What follows belongs to an exercise in optimizing a design on an open flow for small area; a production flow would make more cautious choices. The RTL was checked by simulation tests, not by an equivalence proof against the original design. Power is estimated from default activity; no workload was simulated.

===== flow/config.mk =====
export PLATFORM = sky130hd
export DESIGN_NAME = ftbc
export DESIGN_NICKNAME = ftbc
export VERILOG_FILES = /design/flow/design.v
export SDC_FILE = /design/flow/constraint.sdc
export NUM_CORES = 4
export LEC_CHECK = 0
export CAP_MARGIN = 20
export CORE_MARGIN = 2
export CORE_UTILIZATION = 20
export PLACE_DENSITY = 0.3
export SLEW_MARGIN = 20

===== flow/constraint.sdc =====
create_clock -name core_clock -period 15.0 [get_ports {clk}]
set_input_delay 3.0000 -clock core_clock [delete_from_list [all_inputs] [get_ports {clk}]]
set_output_delay 3.0000 -clock core_clock [all_outputs]
set_load 0.01 [all_outputs]

===== flow/design.v =====
module ftbc (
    input  wire        clk,
    input  wire        rst,           
    input  wire        bus_en,
    input  wire        bus_we,
    input  wire [1:0]  bus_size,      
    input  wire [12:0] bus_addr,      
    input  wire [31:0] bus_wdata,
    output reg  [31:0] bus_rdata,
    output reg         bus_berr,
    output wire        tx_valid,
    output wire [7:0]  tx_data,
    input  wire [2:0]  tx_resp,
    output wire        rx_rd,
    input  wire [2:0]  rx_resp,
    input  wire [7:0]  rx_data,
    input  wire        tick,
    output wire        irq
);
    localparam [3:0] IDLE    = 4'd0,
                     S_HDR   = 4'd1,
                     S_PAY   = 4'd2,
                     S_ACK   = 4'd3,
                     R_HDR   = 4'd4,
                     R_PAY   = 4'd5,
                     R_CHK   = 4'd6,
                     R_ACK   = 4'd7,
                     R_FLUSH = 4'd8;
    localparam [3:0] E_NONE       = 4'd0,
                     E_CLOSED     = 4'd1,
                     E_WSHORT     = 4'd2,
                     E_WFAIL      = 4'd3,
                     E_TIMEOUT    = 4'd4,
                     E_RFAIL      = 4'd5,
                     E_CHECKSUM   = 4'd6,
                     E_SIZE       = 4'd7,
                     E_SEQUENCE   = 4'd8,
                     E_ACK        = 4'd9,
                     E_INV_SIZE   = 4'd10,
                     E_ILLEGAL    = 4'd11,
                     E_TOO_LARGE  = 4'd12;
    reg        irq_en, rx_partial;
    reg        done;
    reg [3:0]  err_code;
    reg [31:0] len_r;
    reg [31:0] timeout_r;
    reg [5:0]  result_r;
    reg [5:0]  pos_r;
    reg [7:0]  hdr_r;
    reg [31:0] codec_data0, codec_data1;
    reg [3:0]  cfg_size;
    reg        cfg_is_first;
    reg [7:0]  cfg_hdr_in;
    reg [3:0]  res_ck;
    reg [7:0]  res_hdr_out;
    reg [3:0]  res_dec_ck;
    reg        res_dec_first;
    reg [2:0]  res_dec_size;
    reg [3:0]  state;
    reg        first_r;
    reg [2:0]  k_r;           
    reg [31:0] tmo_cnt;       
    reg        tmo_past;      
    reg [3:0]  rx_ck;         
    reg [255:0] bufm;         
    wire busy = (state != IDLE);
    function [3:0] ck_sum;
        input [63:0] w;
        begin
            ck_sum[0] = w[0] ^ w[3] ^ w[4] ^ w[6] ^ w[9] ^ w[10] ^ w[11] ^ w[12] ^ w[17] ^ w[20] ^ w[21] ^ w[23] ^ w[24] ^ w[26] ^ w[27] ^ w[28] ^ w[29] ^ w[34] ^ w[37] ^ w[38] ^ w[41] ^ w[43] ^ w[44] ^ w[45] ^ w[46] ^ w[51] ^ w[54] ^ w[55] ^ w[56] ^ w[58] ^ w[60] ^ w[61] ^ w[62] ^ w[63];
            ck_sum[1] = w[0] ^ w[1] ^ w[3] ^ w[5] ^ w[6] ^ w[7] ^ w[8] ^ w[9] ^ w[13] ^ w[17] ^ w[18] ^ w[20] ^ w[22] ^ w[23] ^ w[24] ^ w[25] ^ w[26] ^ w[30] ^ w[34] ^ w[35] ^ w[37] ^ w[39] ^ w[40] ^ w[41] ^ w[42] ^ w[43] ^ w[47] ^ w[48] ^ w[51] ^ w[52] ^ w[54] ^ w[57] ^ w[58] ^ w[59] ^ w[60];
            ck_sum[2] = w[1] ^ w[2] ^ w[4] ^ w[6] ^ w[7] ^ w[8] ^ w[9] ^ w[10] ^ w[14] ^ w[18] ^ w[19] ^ w[21] ^ w[23] ^ w[24] ^ w[25] ^ w[26] ^ w[27] ^ w[31] ^ w[32] ^ w[35] ^ w[36] ^ w[38] ^ w[41] ^ w[42] ^ w[43] ^ w[44] ^ w[49] ^ w[52] ^ w[53] ^ w[55] ^ w[56] ^ w[58] ^ w[59] ^ w[60] ^ w[61];
            ck_sum[3] = w[2] ^ w[3] ^ w[5] ^ w[7] ^ w[8] ^ w[9] ^ w[10] ^ w[11] ^ w[15] ^ w[16] ^ w[19] ^ w[20] ^ w[22] ^ w[25] ^ w[26] ^ w[27] ^ w[28] ^ w[33] ^ w[36] ^ w[37] ^ w[39] ^ w[40] ^ w[42] ^ w[43] ^ w[44] ^ w[45] ^ w[50] ^ w[53] ^ w[54] ^ w[57] ^ w[59] ^ w[60] ^ w[61] ^ w[62];
        end
    endfunction
    function [3:0] ck_mul8;
        input [3:0] v;
        begin
            ck_mul8[0] = v[0] ^ v[2];
            ck_mul8[1] = v[1] ^ v[2] ^ v[3];
            ck_mul8[2] = v[0] ^ v[2] ^ v[3];
            ck_mul8[3] = v[1] ^ v[3];
        end
    endfunction
    function [3:0] ck_mul16;
        input [3:0] v;
        begin
            ck_mul16[0] = v[3];
            ck_mul16[1] = v[0] ^ v[3];
            ck_mul16[2] = v[1];
            ck_mul16[3] = v[2];
        end
    endfunction
    function [3:0] ck_mul32;
        input [3:0] v;
        begin
            ck_mul32[0] = v[2];
            ck_mul32[1] = v[2] ^ v[3];
            ck_mul32[2] = v[0] ^ v[3];
            ck_mul32[3] = v[1];
        end
    endfunction
    function [3:0] ck_step;
        input [3:0] c;
        input [7:0] d;
        begin
            ck_step[0] = c[0] ^ c[2] ^ d[0] ^ d[3] ^ d[4] ^ d[6];
            ck_step[1] = c[1] ^ c[2] ^ c[3] ^ d[0] ^ d[1] ^ d[3] ^ d[5] ^ d[6] ^ d[7];
            ck_step[2] = c[0] ^ c[2] ^ c[3] ^ d[1] ^ d[2] ^ d[4] ^ d[6] ^ d[7];
            ck_step[3] = c[1] ^ c[3] ^ d[2] ^ d[3] ^ d[5] ^ d[7];
        end
    endfunction
    wire        in_regs = (bus_addr[12:6] == 7'd0) && (bus_addr[5:0] < 6'h34);
    wire        in_buf  = (bus_addr[12:5] == 8'h80);
    wire        al_word = (bus_size == 2'd2) && (bus_addr[1:0] == 2'b00);
    wire        acc_ok  = in_regs ? al_word :
                          in_buf  ? (al_word || (bus_size == 2'd0) ||
                                     ((bus_size == 2'd1) && !bus_addr[0])) : 1'b0;
    wire        host_ok = bus_en && !rst && acc_ok;
    wire        host_rd = host_ok && !bus_we;
    wire        reg_wr  = host_ok && bus_we && in_regs;
    wire        buf_wr  = host_ok && bus_we && in_buf && !busy;
    wire [3:0]  reg_idx = bus_addr[5:2];
    reg [12:0]  rsel;                
    reg [12:0]  wsel;                
    integer     ri;
    always @(*) begin
        for (ri = 0; ri < 13; ri = ri + 1) begin
            rsel[ri] = host_rd && in_regs && (reg_idx == ri);
            wsel[ri] = reg_wr && (reg_idx == ri);
        end
    end
    wire [31:0] reg_rdata =
          ({32{rsel[0]}}  & {30'd0, rx_partial, irq_en})
        | ({32{rsel[2]}}  & {24'd0, state, first_r, (err_code != 4'd0), done, busy})
        | ({32{rsel[3]}}  & {28'd0, err_code})
        | ({32{rsel[4]}}  & len_r)
        | ({32{rsel[5]}}  & timeout_r)
        | ({32{rsel[6]}}  & {26'd0, result_r})
        | ({32{rsel[7]}}  & {26'd0, pos_r})
        | ({32{rsel[8]}}  & {24'd0, hdr_r})
        | ({32{rsel[9]}}  & codec_data0)
        | ({32{rsel[10]}} & codec_data1)
        | ({32{rsel[11]}} & {16'd0, cfg_hdr_in, 3'd0, cfg_is_first, cfg_size})
        | ({32{rsel[12]}} & {5'd0, res_dec_size, 3'd0, res_dec_first, res_dec_ck,
                             res_hdr_out, 4'd0, res_ck});
    wire        brd = host_rd && in_buf;
    reg  [31:0] bword;
    integer     wi;
    always @(*) begin
        bword = 32'd0;
        for (wi = 0; wi < 8; wi = wi + 1)
            bword = bword | ({32{brd && (bus_addr[4:2] == wi)}} & bufm[32*wi +: 32]);
    end
    wire [1:0]  ba = bus_addr[1:0];
    wire [7:0]  brd_b0 = ({8{ba == 2'd0}} & bword[7:0])   | ({8{ba == 2'd1}} & bword[15:8]) |
                         ({8{ba == 2'd2}} & bword[23:16]) | ({8{ba == 2'd3}} & bword[31:24]);
    wire [7:0]  brd_b1 = ({8{bus_size != 2'd0 && !ba[1]}} & bword[15:8]) |
                         ({8{bus_size != 2'd0 &&  ba[1]}} & bword[31:24]);
    wire [15:0] brd_hi = {16{bus_size[1]}} & bword[31:16];
    always @(*) begin
        bus_rdata = reg_rdata | {brd_hi, brd_b1, brd_b0};
        bus_berr  = bus_en && !rst && !acc_ok;
    end
    wire        st_idle  = (state == IDLE);
    wire        st_shdr  = (state == S_HDR);
    wire        st_spay  = (state == S_PAY);
    wire        st_sack  = (state == S_ACK);
    wire        st_rhdr  = (state == R_HDR);
    wire        st_rpay  = (state == R_PAY);
    wire        st_rchk  = (state == R_CHK);
    wire        st_rack  = (state == R_ACK);
    wire        st_flush = (state == R_FLUSH);
    wire        tx_acc   = (tx_resp == 3'd1);
    wire        tx_wait  = (tx_resp == 3'd0);
    wire [3:0]  tx_err   = (tx_resp == 3'd2) ? E_WSHORT :
                           (tx_resp == 3'd4) ? E_CLOSED : E_WFAIL;
    wire        rx_dat   = (rx_resp == 3'd1);
    wire        rx_nod   = (rx_resp == 3'd0);
    wire [3:0]  rx_err   = (rx_resp == 3'd4) ? E_CLOSED : E_RFAIL;
    wire [4:0]  pay_idx  = pos_r[4:0] + {2'b00, k_r};
    wire        k_last   = (k_r == hdr_r[2:0]);
    wire [5:0]  npos     = pos_r + {3'd0, hdr_r[2:0]} + 6'd1;
    wire        npos_end = (npos == len_r[5:0]);
    wire [5:0]  rxfail   = rx_partial ? pos_r : 6'd0;
    wire [5:0]  bbase    = st_sack ? npos : (st_idle ? 6'd0 : pos_r);
    wire [5:0]  bleft    = len_r[5:0] - bbase;
    wire [2:0]  bsz_m1   = (bleft[5:3] != 3'd0) ? 3'd7 : (bleft[2:0] - 3'd1);
    wire        timed    = st_sack || st_rhdr || st_rpay;
    wire        tmo_load = !timed || (st_rhdr && rx_dat);
    wire        tmo_dec  = timed && tick;
    wire [32:0] tmo_sub  = {1'b0, tmo_cnt} - {32'd0, tmo_dec};
    wire        expired  = tmo_past && (timeout_r != 32'd0);
    wire        cmd_start = wsel[1] && !busy;
    wire [3:0]  cmd_op    = bus_wdata[3:0];
    wire        len_big   = (len_r[31:6] != 26'd0) || (len_r[5] && (len_r[4:0] != 5'd0));
    wire        len_zero  = (len_r == 32'd0);
    wire        size_ok   = (cfg_size != 4'd0) && (cfg_size <= 4'd8);
    wire        ck_codec  = st_idle && !bus_wdata[2];
    wire [2:0]  ck_m1     = ck_codec ? (cfg_size[2:0] - 3'd1) : bsz_m1;
    wire [63:0] codec_p = {codec_data1, codec_data0};
    reg  [63:0] win;
    integer     gi, bi;
    always @(*) begin
        win = 64'd0;
        for (bi = 0; bi < 8; bi = bi + 1) begin
            win[8*bi +: 8] = {8{ck_codec && (bi <= ck_m1)}} & codec_p[8*bi +: 8];
            for (gi = 0; gi < 4; gi = gi + 1)
                win[8*bi +: 8] = win[8*bi +: 8] |
                    ({8{!ck_codec && (bbase[4:3] == gi) && (st_spay || bi <= ck_m1)}} &
                     bufm[64*gi + 8*bi +: 8]);
        end
    end
    wire [3:0]  ck_s0 = ck_sum(win);
    wire [3:0]  ck_s1 = ck_m1[0] ? ck_mul8(ck_s0)  : ck_s0;
    wire [3:0]  ck_s2 = ck_m1[1] ? ck_mul16(ck_s1) : ck_s1;
    wire [3:0]  ck    = ck_m1[2] ? ck_mul32(ck_s2) : ck_s2;
    reg  [7:0]  pay_byte;
    integer     pi;
    always @(*) begin
        pay_byte = 8'd0;
        for (pi = 0; pi < 8; pi = pi + 1)
            pay_byte = pay_byte | ({8{k_r == pi}} & win[8*pi +: 8]);
    end
    assign tx_valid = !rst && (st_shdr || st_spay || st_rack);
    assign tx_data  = !tx_valid ? 8'h00 : st_spay ? pay_byte : hdr_r;
    assign rx_rd    = !rst && (st_sack || st_rhdr || st_rpay || st_flush);
    assign irq      = !rst && irq_en && done;
    wire [31:0] wd = rst ? 32'd0 : bus_wdata;
    always @(posedge clk) begin
        if (rst || wsel[0]) irq_en <= wd[0];
        if (rst || (wsel[0] && !busy)) rx_partial <= wd[1];
        if (rst || (wsel[4] && !busy)) len_r <= wd;
        if (rst || (wsel[5] && !busy)) timeout_r <= wd;
        if (rst || wsel[9])  codec_data0 <= wd;
        if (rst || wsel[10]) codec_data1 <= wd;
        if (rst || wsel[11]) begin
            cfg_size     <= wd[3:0];
            cfg_is_first <= wd[4];
            cfg_hdr_in   <= wd[15:8];
        end
    end
    always @(posedge clk) begin
        if (tmo_load) begin
            tmo_cnt  <= timeout_r;
            tmo_past <= 1'b0;
        end else begin
            tmo_cnt  <= tmo_sub[31:0];
            tmo_past <= tmo_past || tmo_sub[32];
        end
    end
    always @(posedge clk) begin
        if ((st_spay && tx_acc) || (st_rpay && rx_dat))
            k_r <= k_last ? 3'd0 : k_r + 3'd1;
        else if (!(st_spay || st_rpay))
            k_r <= 3'd0;
        if (st_rpay) begin
            if (rx_dat) rx_ck <= ck_step(rx_ck, rx_data);
        end else
            rx_ck <= 4'd0;
    end
    always @(posedge clk) begin
        if (rst) begin
            done          <= 1'b0;
            err_code      <= E_NONE;
            result_r      <= 6'd0;
            pos_r         <= 6'd0;
            hdr_r         <= 8'd0;
            res_ck        <= 4'd0;
            res_hdr_out   <= 8'd0;
            res_dec_ck    <= 4'd0;
            res_dec_first <= 1'b0;
            res_dec_size  <= 3'd0;
            state         <= IDLE;
            first_r       <= 1'b0;
        end else begin
            if (wsel[2] && bus_wdata[1]) done <= 1'b0;
            if (cmd_start) begin
                done <= 1'b1;
                case (cmd_op)
                    4'h1: begin  
                        if (size_ok) begin
                            res_ck   <= ck;
                            err_code <= E_NONE;
                        end else
                            err_code <= E_INV_SIZE;
                    end
                    4'h2: begin  
                        if (size_ok) begin
                            res_hdr_out <= {ck, cfg_is_first, ck_m1};
                            err_code    <= E_NONE;
                        end else
                            err_code <= E_INV_SIZE;
                    end
                    4'h3: begin  
                        res_dec_ck    <= cfg_hdr_in[7:4];
                        res_dec_first <= cfg_hdr_in[3];
                        res_dec_size  <= cfg_hdr_in[2:0];
                        err_code      <= E_NONE;
                    end
                    4'h4, 4'h5: begin  
                        err_code <= len_big ? E_TOO_LARGE : E_NONE;
                        result_r <= 6'd0;
                        pos_r    <= 6'd0;
                        first_r  <= !len_big && !len_zero;
                        if (!len_big && !len_zero) begin
                            done <= 1'b0;
                            if (!cmd_op[0]) begin
                                hdr_r <= {ck, 1'b1, ck_m1};
                                state <= S_HDR;
                            end else
                                state <= R_HDR;
                        end
                    end
                    default: err_code <= E_ILLEGAL;
                endcase
            end
            case (state)
                S_HDR, S_PAY, R_ACK: begin
                    if (!tx_wait && !tx_acc) begin
                        err_code <= tx_err;
                        result_r <= st_spay ? {1'b0, pay_idx} : pos_r;
                        state    <= IDLE;
                        done     <= 1'b1;
                    end else if (tx_acc) begin
                        if (st_shdr)
                            state <= S_PAY;
                        else if (st_spay) begin
                            if (k_last) state <= S_ACK;
                        end else begin
                            pos_r   <= npos;
                            first_r <= 1'b0;
                            if (npos_end) begin
                                result_r <= npos;
                                state    <= IDLE;
                                done     <= 1'b1;
                            end else
                                state <= R_HDR;
                        end
                    end
                end
                S_ACK: begin
                    if (rx_dat) begin
                        if (rx_data == hdr_r) begin
                            pos_r   <= npos;
                            first_r <= 1'b0;
                            if (npos_end) begin
                                result_r <= npos;
                                state    <= IDLE;
                                done     <= 1'b1;
                            end else begin
                                hdr_r <= {ck, 1'b0, ck_m1};
                                state <= S_HDR;
                            end
                        end else begin
                            err_code <= E_ACK;
                            result_r <= pos_r;
                            state    <= IDLE;
                            done     <= 1'b1;
                        end
                    end else if (!rx_nod || expired) begin
                        err_code <= rx_nod ? E_TIMEOUT : rx_err;
                        result_r <= pos_r;
                        state    <= IDLE;
                        done     <= 1'b1;
                    end
                end
                R_HDR: begin
                    if (rx_dat) begin
                        hdr_r <= rx_data;
                        if (rx_data[2:0] > bsz_m1) begin
                            err_code <= E_SIZE;
                            result_r <= rxfail;
                            state    <= IDLE;
                            done     <= 1'b1;
                        end else if (rx_data[3] != first_r)
                            state <= R_FLUSH;
                        else
                            state <= R_PAY;
                    end else if (!rx_nod || expired) begin
                        err_code <= rx_nod ? E_TIMEOUT : rx_err;
                        result_r <= rxfail;
                        state    <= IDLE;
                        done     <= 1'b1;
                    end
                end
                R_FLUSH: begin
                    if (!rx_dat) begin
                        err_code <= E_SEQUENCE;
                        result_r <= rxfail;
                        state    <= IDLE;
                        done     <= 1'b1;
                    end
                end
                R_PAY: begin
                    if (rx_dat) begin
                        if (k_last) state <= R_CHK;
                    end else if (!rx_nod || expired) begin
                        err_code <= rx_nod ? E_TIMEOUT : rx_err;
                        result_r <= rxfail;
                        state    <= IDLE;
                        done     <= 1'b1;
                    end
                end
                R_CHK: begin
                    if (rx_ck == hdr_r[7:4])
                        state <= R_ACK;
                    else begin
                        err_code <= E_CHECKSUM;
                        result_r <= rxfail;
                        state    <= IDLE;
                        done     <= 1'b1;
                    end
                end
                default: ;
            endcase
        end
    end
    wire [7:0] lane0 = busy ? rx_data : bus_wdata[7:0];
    wire [7:0] lane1 = busy ? rx_data : (bus_size == 2'd0) ? bus_wdata[7:0]  : bus_wdata[15:8];
    wire [7:0] lane2 = busy ? rx_data : (bus_size == 2'd2) ? bus_wdata[23:16] : bus_wdata[7:0];
    wire [7:0] lane3 = busy ? rx_data : (bus_size == 2'd0) ? bus_wdata[7:0]  :
                                        (bus_size == 2'd1) ? bus_wdata[15:8] : bus_wdata[31:24];
    wire       rx_wr = !rst && st_rpay && rx_dat;
    reg [31:0] bwe;
    integer    bj;
    always @(*) begin
        for (bj = 0; bj < 32; bj = bj + 1)
            bwe[bj] = (buf_wr && ((bus_size == 2'd0) ? (bus_addr[4:0] == bj) :
                                  (bus_size == 2'd1) ? (bus_addr[4:1] == (bj >> 1)) :
                                                       (bus_addr[4:2] == (bj >> 2)))) ||
                      (rx_wr && (pay_idx == bj));
    end
    integer bk;
    always @(posedge clk) begin
        for (bk = 0; bk < 32; bk = bk + 1)
            if (bwe[bk])
                bufm[8*bk +: 8] <= (bk % 4 == 0) ? lane0 : (bk % 4 == 1) ? lane1 :
                                   (bk % 4 == 2) ? lane2 : lane3;
    end
endmodule

===== flow/run.sh =====
#!/bin/bash
# synth_recipe.tcl (not shown) runs the flow's synth.tcl, then flattens the netlist and writes it again
# the make line also repeats each setting of config.mk as NAME=value (left out here)
make -C /OpenROAD-flow-scripts/flow DESIGN_CONFIG=/design/flow/config.mk WORK_HOME=/design/flow/orfs CLKGATE_MAP_FILE= SYNTH_SCRIPT=/design/flow/synth_recipe.tcl finish

==> run notes <==
worst min path at each step:
stage | cells past startpoint | from | end | slack, ns
6_report | 2 | res_ck[2]$_SDFFE_PP0P_ | res_ck[2]$_SDFFE_PP0P_ | 0.47
5_1_grt | 2 | res_ck[2]$_SDFFE_PP0P_ | res_ck[2]$_SDFFE_PP0P_ | 0.48
4_1_cts | 2 | res_ck[2]$_SDFFE_PP0P_ | res_ck[2]$_SDFFE_PP0P_ | 0.46
3_5_place_dp | 2 | res_ck[2]$_SDFFE_PP0P_ | res_ck[2]$_SDFFE_PP0P_ | 0.45
3_3_place_gp | 2 | res_ck[2]$_SDFFE_PP0P_ | res_ck[2]$_SDFFE_PP0P_ | 0.45
2_1_floorplan | 2 | tmo_past$_SDFF_PP0_ | tmo_past$_SDFF_PP0_ | 0.43
power by group through the flow:
| stage | Combinational (mW) | Sequential (mW) | Clock [mW] |
|---|---|---|---|
| after CTS | 1.07 | 1.57 | 1.58 |
| after detailed placement | 1.07 | 1.60 | 0 |
| after global placement | 1.06 | 1.60 | 0 |
| after floorplan | 0.685 | 1.56 | 0 |
| final | 1.08 | 1.57 | 1.54 |
| after global routing | 1.13 | 1.57 | 1.63 |
state kept, by name, indices dropped and copies added (netlist names), 3 cells and up:
signal	cells
hdr_r	8
codec_data0	32
pos_r	6
cfg_hdr_in	8
rx_ck	4
err_code	4
res_dec_size	3
cfg_size	4
tmo_cnt	32
codec_data1	32
k_r	3
len_r	32
res_dec_ck	4
res_ck	4
bufm	256
result_r	6
res_hdr_out	8
state	4
timeout_r	32
cells by family after synthesis:
| group | count (synthesis) | share of synthesized area (%) |
|---|---|---|
| adder cells (fa/ha/maj) | 27 | 1.35 |
| buffers and inverters | 213 | 3.17 |
| AO/OA/AOI/OAI | 851 | 21.9 |
| multiplexers | 86 | 3.24 |
| flip-flops | 489 | 51.6 |
| XOR/XNOR | 147 | 5.97 |
| AND/OR/NAND/NOR | 739 | 12.8 |
cell type report:
| class | count | area [sq um] |
|---|---|---|
| clock inverters | 39 | 453 |
| well taps | 1768 | 2210 |
| multi-input cells | 1850 | 12300 |
| repair buffers | 233 | 2030 |
| fillers | 14200 | 101000 |
| flip-flops and latches | 489 | 13800 |
| clock buffers | 76 | 1600 |
| diodes | 3 | 7.51 |
| inverters | 37 | 139 |
stage by stage:
| step | hold WS (ns) | setup slack [ns] | instance area (sq um) | std cells |
|---|---|---|---|---|
| 6_report | 0.468 | 2.83 | 32600 | 4495 |
| 2_1_floorplan | 0.430 | 6.29 | 26800 | 2552 |
| 4_1_cts | 0.464 | 2.79 | 32500 | 4491 |
| 3_5_place_dp | 0.451 | 3.12 | 30500 | 4376 |
| 3_3_place_gp | 0.450 | 1.31 | 30400 | 4375 |
| 5_1_grt | 0.477 | 2.49 | 32500 | 4492 |
per-layer routing:
layer	vias to the layer above	wire length (um)	global-route usage [%]
met5	-	7	0
met4	2	4930	6.33
met3	196	9610	2.99
met2	1185	67800	33.8
met1	12300	69800	30.9
li1	10100	-	-
cell usage in the layout (no fill, tap or decap), types with 33 or more instances in the layout:
master | netlist | routed
nor2_1 | 173 | 159
nand2_1 | 311 | 309
a221oi_1 | 63 | 62
a22o_1 | 41 | 41
buf_4 | 0 | 122
a22oi_1 | 184 | 184
inv_1 | 35 | 35
edfxtp_1 | 402 | 402
nand3_1 | 36 | 36
a31oi_1 | 35 | 33
dfxtp_1 | 87 | 87
clkbuf_16 | 0 | 62
nor2b_1 | 45 | 45
a21oi_1 | 125 | 125
o22ai_1 | 64 | 62
o21ai_0 | 163 | 156
mux2i_1 | 81 | 81
o211ai_1 | 35 | 35
clkdlybuf4s50_1 | 0 | 108
xnor2_1 | 96 | 96
worst min-delay path: cells and delay by family, from the launching register on:
kind / cells / cell delay, ns
muxes: 1 / 0.05
and+or+nand+nor: 1 / 0.05
DFF: 1 / 0.31
==> run notes <==
Outcome:
- The run finished with no timing, DRC or antenna violations.

Global route:
- The first global-routing pass estimated 204000 um of wire.
- Entering global routing, the biggest net connects 84 pins.
- The aggregate global routing overflow is 0.
- The number of global-route vias before repair was 22900.
- The number of antenna violations at the first check in global routing is 10.
- The global-route usage over all layers is 21.6%.

STA:
- Clock skew on the completed layout was measured at 0.0249 ns.
- The number of pins with negative max-slew slack in the final report is 0.
- The minimum period implied by the final worst setup slack is 12.17 ns.
- Setup violations remaining at the end of the flow were counted as 0.
- The final cycle utilization of the critical path is 81.1%.
- The worst slew margin relative to its limit is between 20% and 30%.
- Setup repair after global routing left no endpoint under its margin.
- The maximum clock frequency is 82.2 MHz.
- After routing, the total negative slack on setup checks comes to 0 ns.
- The total count of hold-check failures in the final report is 0.
- The measured slew at the worst slew-check pin is 1.16 ns.

Synth:
- The distinct cell type count after synthesis is 86.
- The cell type with the largest total area after synthesis is edfxtp_1.
- The share of flip-flops with an asynchronous set or reset after synthesis is 0%.
- After synthesis the netlist holds a flip-flop and latch count of 489.
- After synthesis, the cell types taking the most area are edfxtp_1 (45%), dfxtp_1 (6.5%), a22oi_1 (5.2%).
- The mean cell area of the mapped netlist is roughly 10 sq um.
- Synthesis produced a netlist with a net count of around 2600.
- The mapped netlist covers 26800 sq um.
- The area fraction of the dominant cell type after synthesis is 45.1%.
- The commonest cells after synthesis are edfxtp_1 (402), nand2_1 (311), a22oi_1 (184), nor2_1 (173), o21ai_0 (163).
- In the post-synthesis netlist, the cell with the most instances is edfxtp_1.
- The proportion of synthesized chip area in sequential cells is 51.6%.
- Synthesis produced a netlist whose cell count is roughly 2600.
- For this run, the number of Yosys warnings is 1.
- The number of flops mapped to enable cells by yosys is 402.
- The dominant register cell in the synthesized netlist is edfxtp_1.

Power:
- The switching share of power is around a third.
- IR analysis of the VDD net gives a maximum drop of 149 uV.
- The ratio of total power to cell area is 129 nW/um^2.
- The switching component of the power is 1.39 mW.
- The share of total power in the clock network is 36.7%.
- In this run the static leakage power is approximately 10 nW.
- The internal portion of the total power is 2.80 mW.
- Registers are responsible for 37.4% of the overall power.
- Summing internal, switching and leakage power gives 4.19 mW.
- The fraction of power consumed by combinational cells is between 20% and 30%.

Finish:
- The number of nets in the layout is between 2000 and 3000.
- Of the cells placed in the final design, the portion with a size suffix greater than 1 is 10.4%.
- The relative area change from synthesis to final layout is 21.6%.
- The share of the core filled with cells in the final layout is 24.5%.

Clock network:
- The depth of the CTS H-tree is 2.
- In this run the clock root is driven by a clkbuf_16.
- The number of buffers inserted for hold repair after clock tree synthesis is 0.
- Buffers inserted during clock tree synthesis total between 60 and 70.
- The maximum clock insertion buffer count is 3.
- Clock-pin slew was measured on the worst setup and hold paths at 0.06 ns.
- The clock reaches the later pin of the worst-skew pair after 0.70 ns.
- The CTS tree is done.
- The number of gates resized after CTS was 0.
- The buffers inserted during post-CTS setup optimization is 0.
- The clock sink total is 489.

Worst setup path:
- The largest delay contributor family on the critical path is compound AO/OA/AOI/OAI gates.
- The worst register-to-register path begins at state[2]$_SDFF_PP0_.
- STA classifies the critical path startpoint as a flop.
- Traced cell by cell, the critical path runs through nand4bb_1 > a2111oi_1 > a221oi_4 > buf_4 > ha_1 > o21ai_0 > a2111oi_0 > a311oi_1 > a21o_1 > a221oi_4 > a31oi_1 > buf_4 > o21ai_1 > nand2_1 > a22oi_1 > nor2b_1 > a21oi_1 > a21oi_1 > a2111oi_0 > nor2_1 > clkdlybuf4s50_1.
- The path length in cells of the critical path is 21.
- The critical register-to-register path endpoint is res_hdr_out[7]$_SDFFE_PP0P_.
- The slack of the worst reg-to-reg path is 4.97 ns.
- The beginning of the critical path is state[2]$_SDFF_PP0_.
- At the worst endpoint, the arrival time is 9.17 ns.
- The element type at the critical path end is a primary output.
- In this run the worst path has a maximum fanout of 29.
- The slowest stage of the critical path is the a2111oi_1 cell.
- The critical path contains buffers and inverters numbering 3 combined.
- The classification of the worst setup path is flop to primary output.
- The worst path required time is about 12 ns.
- The worst stage delay on the critical path is 0.95 ns.
- Following the worst setup path forward leads to its endpoint at tx_data[6].
- The worst register-to-register path has a depth of 22.

Routing:
- Dividing the detail-routed wire length by the instance count gives ~34 um.
- The number of violations reported at the end of detailed-routing iteration 0 is 3000.
- The total wirelength of the detailed-routed design is 152000 um.
- The vias per cell is 5.29.
- The overall via count from detail_route is about 24000.
- For this run, design rule violations remaining after detail routing come to 0.
- The first TritonRoute pass finished after 7 iterations.
- The number of nets with antenna violations after routing is 0.

Floorplanning:
- In this run the horizontal extent of the chip is 370 um.
- For this configuration, the core starts out at a cell density of roughly a fifth.
- 110 I/O pins were placed.
- The total area inside the core boundary comes to about 130000 sq um.
- The area of the die is between 100000 and 150000 sq um.
- The die span in y is 370 um.
- Row generation in the floorplan step produced 134 rows.

Place:
- In this run the tool buffered the top-level ports with 109 buffer cells.
- The placed wire-length estimate after detailed placement is 116000 um.
- The congestion estimate from routability-driven global placement came to 0.914.

Hold path:
- The path class of the lowest-slack min-delay path is flop to flop.

Job:
- The number of violations of the max-capacitance limit is 0.

static timing again, ports no longer ideal:
The flow's constraints put no driver on any port. The routed layout listed below was extracted and timed again, unchanged, in two steps.
Step 1, drivers: a clkbuf_16 drives clk and a buf_2 each remaining input, both assumed.
Step 2 also shifts input and output timing later by t, the mid clock arrival at the registers, as if the neighbouring blocks saw the same clock.
Three values: ideal ports, drivers, drivers and shift; two values: the first two.
t (ns): 0.760
setup WS [ns]: 2.835 / 2.760 / 2.996
worst setup path after step 2: input to output
clock arrival spread, ns: 0.026 / 0.026
After both steps this run still meets setup and hold. The setup slack of this run moves by -0.075 ns with the drivers and by +0.161 ns with both steps.
